What follows belongs to an exercise in optimizing a design on an open flow for small area, a short achievable clock period and few clock cycles per item; a production flow would make more cautious choices. At most, simulation tests tie the RTL to the original design; equivalence was not proved. Power and IR drop assume default switching activity.

// tdes_core
module tdes_core (
  input  wire         clk,
  input  wire         rst,
  input  wire         cmd_valid,
  output wire         cmd_ready,
  input  wire [1:0]   cmd_op,
  input  wire [167:0] cmd_key,
  input  wire [63:0]  cmd_data,
  output reg          out_valid,
  output reg  [63:0]  out_data
);
For scale: ~1800 cells after synthesis, roughly 280 flip-flops.
==> flow/config.mk <==
export PLATFORM = sky130hd
export DESIGN_NAME = tdes_core
export DESIGN_NICKNAME = tdes_core
export VERILOG_FILES = /design/flow/design.v
export SDC_FILE = /design/flow/constraint.sdc
export NUM_CORES = 4
export LEC_CHECK = 0
export CAP_MARGIN = 20
export CORE_MARGIN = 2
export CORE_UTILIZATION = 40
export CTS_BUF_LIST = sky130_fd_sc_hd__clkbuf_8
export SETUP_SLACK_MARGIN = 2.0
export SLEW_MARGIN = 20
==> flow/constraint.sdc <==
create_clock -name core_clock -period 5.0 [get_ports {clk}]
set_input_delay 1.0000 -clock core_clock [delete_from_list [all_inputs] [get_ports {clk}]]
set_output_delay 1.0000 -clock core_clock [all_outputs]
set_load 0.01 [all_outputs]
standard.sh (not shown) runs the stock make flow with config.mk's settings and CLKGATE_MAP_FILE= SYNTH_SCRIPT=/design/flow/synth_recipe.tcl, a recipe that flattens the netlist after the stock synthesis.
==> flow/flow/run.sh <==
#!/bin/bash
# Standard layout, but the port buffers are the smallest buffer cell.
set -euo pipefail
export BUFFER_PORTS_ARGS="-buffer_cell sky130_fd_sc_hd__buf_1"
bash standard.sh finish > standard_flow.log 2>&1
The baseline ran to the end with no violations.
Testbench counts at the start, summed over its fixed seeds: cycles 146,392, blocks 4,205.
Rerun with:
--- a/flow/config.mk
+++ b/flow/config.mk
@@ -12 +12,3 @@
-export SETUP_SLACK_MARGIN = 2.0
+export CTS_CLUSTER_DIAMETER = 80
+export CTS_CLUSTER_SIZE = 20
+export SETUP_SLACK_MARGIN = 2.5
What happened:
- power rises by 7.5%
- final area increases by 11%
- wire length grows by about 10%
- combinational power climbs by 27%

Another version of the RTL of tdes_core (not shown whole).
Size in the first run: roughly 2100 cells after synthesis, roughly 280 flip-flops, about 17000 sq um of cells after synthesis.
clock: 5.0 ns
lec_check: 0
abc_area: 1
cap_margin: 20
core_margin: 2
core_utilization: 40
cts_buf_list: sky130_fd_sc_hd__clkbuf_8
setup_slack_margin: 2.7
slew_margin: 20
tns_end_percent: 5
Scripts as last shown in full above: flow/flow/run.sh
Then changed:
CAP_MARGIN = 5   (was 20)
SETUP_SLACK_MARGIN = 2.85   (was 2.7)
SLEW_MARGIN = 5   (was 20)
Die area is unchanged.
Cell count went up by 1.3%.
Clock power is about the same.
Power went up by 4.1%.
Then changed:
CAP_MARGIN = 20   (was 5)
SETUP_SLACK_MARGIN = 3.0   (was 2.85)
SLEW_MARGIN = 20   (was 5)
TNS_END_PERCENT = 10   (was 5)
Result: The new run finished clean. Wire length went up slightly. Power went up slightly. Non-clock buffer count went up by 4.
No functional check of the RTL was part of any run of this note.

tdes_core with an RTL version that a note above also has.
Size in the first run: ~2500 cells after synthesis, about 280 flip-flops, about 300 I/O pins, ~0.018 mm^2 of cells after synthesis.
clock: 5.0 ns
lec_check: 0
abc_area: 1
cap_margin: 0
core_margin: 2
core_utilization: 50
cts_buf_list: sky130_fd_sc_hd__clkbuf_8
setup_slack_margin: 2.85
slew_margin: 0
tns_end_percent: 5
Scripts as last shown in full above: flow/flow/run.sh
The starting point produced a clean layout.
Testbench counts at the start, summed over its fixed seeds: cycles 146,392, blocks 4,205.
Next try:
- CAP_MARGIN: 0 -> 20
- CORE_UTILIZATION: 50 -> 40
- SETUP_SLACK_MARGIN: 2.85 -> 3.0
- SLEW_MARGIN: 0 -> 20
- TNS_END_PERCENT: 5 -> 10
Global-route usage falls by 4.8 points.
Cell count goes up by 4.8%.
Non-clock buffer count climbs by 30.
Area after synthesis does not change.
Next try:
- CAP_MARGIN: 20 -> 0
- SLEW_MARGIN: 20 -> 0
- TNS_END_PERCENT: 10 -> 8
=> Clock skew barely changes. Routed wire length went down by 1.3%. Non-clock buffer count went down by 8. Final cell count stays flat. Total power decreases by 0.58%.
Next try:
- ABC_AREA: 1 -> unset
- CAP_MARGIN: 0 -> 20
- SETUP_SLACK_MARGIN: 3.0 -> 2.5
- SLEW_MARGIN: 0 -> 20
- TNS_END_PERCENT: 8 -> unset
=> The changed run ran to the end with no violations; global-route usage goes down by 2.4 points; clock skew drops by 0.022 ns; synthesized area grows by 2.1%; sequential power falls by 6.1%; synthesized cell count goes down by 30%; setup slack got worse by 0.40 ns; count of clock-buffer cells in the layout came out higher by 2; combinational power went down by 12%; hold slack is worse by 0.011 ns; via count came out lower by 12%.

Another version of the RTL of tdes_core (not shown whole).
Size: about 1800 cells after synthesis, roughly 280 flip-flops, ~18000 µm² of cells after synthesis.
==> flow/config.mk <==
export PLATFORM = sky130hd
export DESIGN_NAME = tdes_core
export DESIGN_NICKNAME = tdes_core
export VERILOG_FILES = /design/flow/design.v
export SDC_FILE = /design/flow/constraint.sdc
export NUM_CORES = 4
export LEC_CHECK = 0
export CAP_MARGIN = 20
export CORE_MARGIN = 2
export CORE_UTILIZATION = 40
export CTS_BUF_LIST = sky130_fd_sc_hd__clkbuf_8
export SETUP_SLACK_MARGIN = 3.0
export SLEW_MARGIN = 20
export TNS_END_PERCENT = 5
==> flow/constraint.sdc <==
create_clock -name core_clock -period 5.0 [get_ports {clk}]
set_input_delay 1.0000 -clock core_clock [delete_from_list [all_inputs] [get_ports {clk}]]
set_output_delay 1.0000 -clock core_clock [all_outputs]
set_load 0.01 [all_outputs]
Scripts as last shown in full above: flow/flow/run.sh
Edit:
Settings changed: SETUP_SLACK_MARGIN 3.0 to 2.5, TNS_END_PERCENT 5 to unset.
=> Total power came out lower slightly; clock skew is higher by 0.0057 ns; hold slack is worse by 0.0033 ns; area after synthesis stays the same; sequential share of layout area is lower by 0.38 points; maximum frequency went down by a few percent; sequential power hardly moves; global-route usage climbs by 0.26 points; setup slack degrades by 0.057 ns; design area climbs slightly; utilization is higher by 0.50 points.
No functional check of the RTL was part of any run of this note.

==> re-timing with driven ports <==
The results above use ideal ports. As a check the final layouts listed here were re-extracted and re-timed, cells and wires unchanged. Step 1 (the two cells are an assumption about what drives the block):
set clk [get_ports {clk}]
set_driving_cell -lib_cell sky130_fd_sc_hd__clkbuf_16 $clk
set_driving_cell -lib_cell sky130_fd_sc_hd__buf_2 [delete_from_list [all_inputs] $clk]
Step 2 also shifts input and output timing later by t, the mid clock arrival at the registers, as if the neighbouring blocks saw the same clock. a / b / c = no drivers / after step 1 / after step 2; a / b = the first two.
| run | t, ns | setup WS [ns] | worst hold slack (ns) | worst register clock-pin slew, ns | pins driven straight from the clock port |
|---|---|---|---|---|---|
| the first run of note 1 | 0.669 | 2.063 / 2.063 / 1.993 | 0.456 / 0.456 / 0.456 | 0.07 / 0.07 | 1 |
| the second run of note 1 | 0.661 | 2.347 / 2.347 / 2.036 | 0.461 / 0.461 / 0.461 | 0.12 / 0.12 | 1 |
| the first run of note 2 | 0.682 | 2.614 / 2.563 / 1.986 | 0.477 / 0.477 / 0.477 | 0.07 / 0.07 | 1 |
| the second run of note 2 | 0.678 | 2.658 / 2.609 / 2.227 | 0.476 / 0.476 / 0.476 | 0.07 / 0.07 | 1 |
| the third run of note 2 | 0.678 | 2.655 / 2.604 / 2.167 | 0.475 / 0.475 / 0.475 | 0.07 / 0.07 | 1 |
| the first run of note 3 | 0.681 | 2.713 / 2.660 / 2.334 | 0.515 / 0.509 / 0.515 | 0.07 / 0.07 | 1 |
| the second run of note 3 | 0.673 | 2.732 / 2.680 / 2.331 | 0.435 / 0.435 / 0.435 | 0.07 / 0.07 | 1 |
| the third run of note 3 | 0.678 | 2.744 / 2.691 / 2.340 | 0.465 / 0.465 / 0.465 | 0.07 / 0.07 | 1 |
| the fourth run of note 3 | 0.694 | 2.341 / 2.341 / 2.102 | 0.454 / 0.454 / 0.454 | 0.06 / 0.06 | 1 |
| the first run of note 4 | 0.673 | 2.390 / 2.390 / 2.136 | 0.449 / 0.449 / 0.449 | 0.07 / 0.07 | 1 |
| the second run of note 4 | 0.712 | 2.333 / 2.333 / 1.865 | 0.446 / 0.446 / 0.446 | 0.07 / 0.07 | 1 |
After both steps setup and hold are still met in every run listed. For the first run of note 2, which loses most, drivers alone change the setup slack by -0.051 ns; drivers and shift together by -0.628 ns.
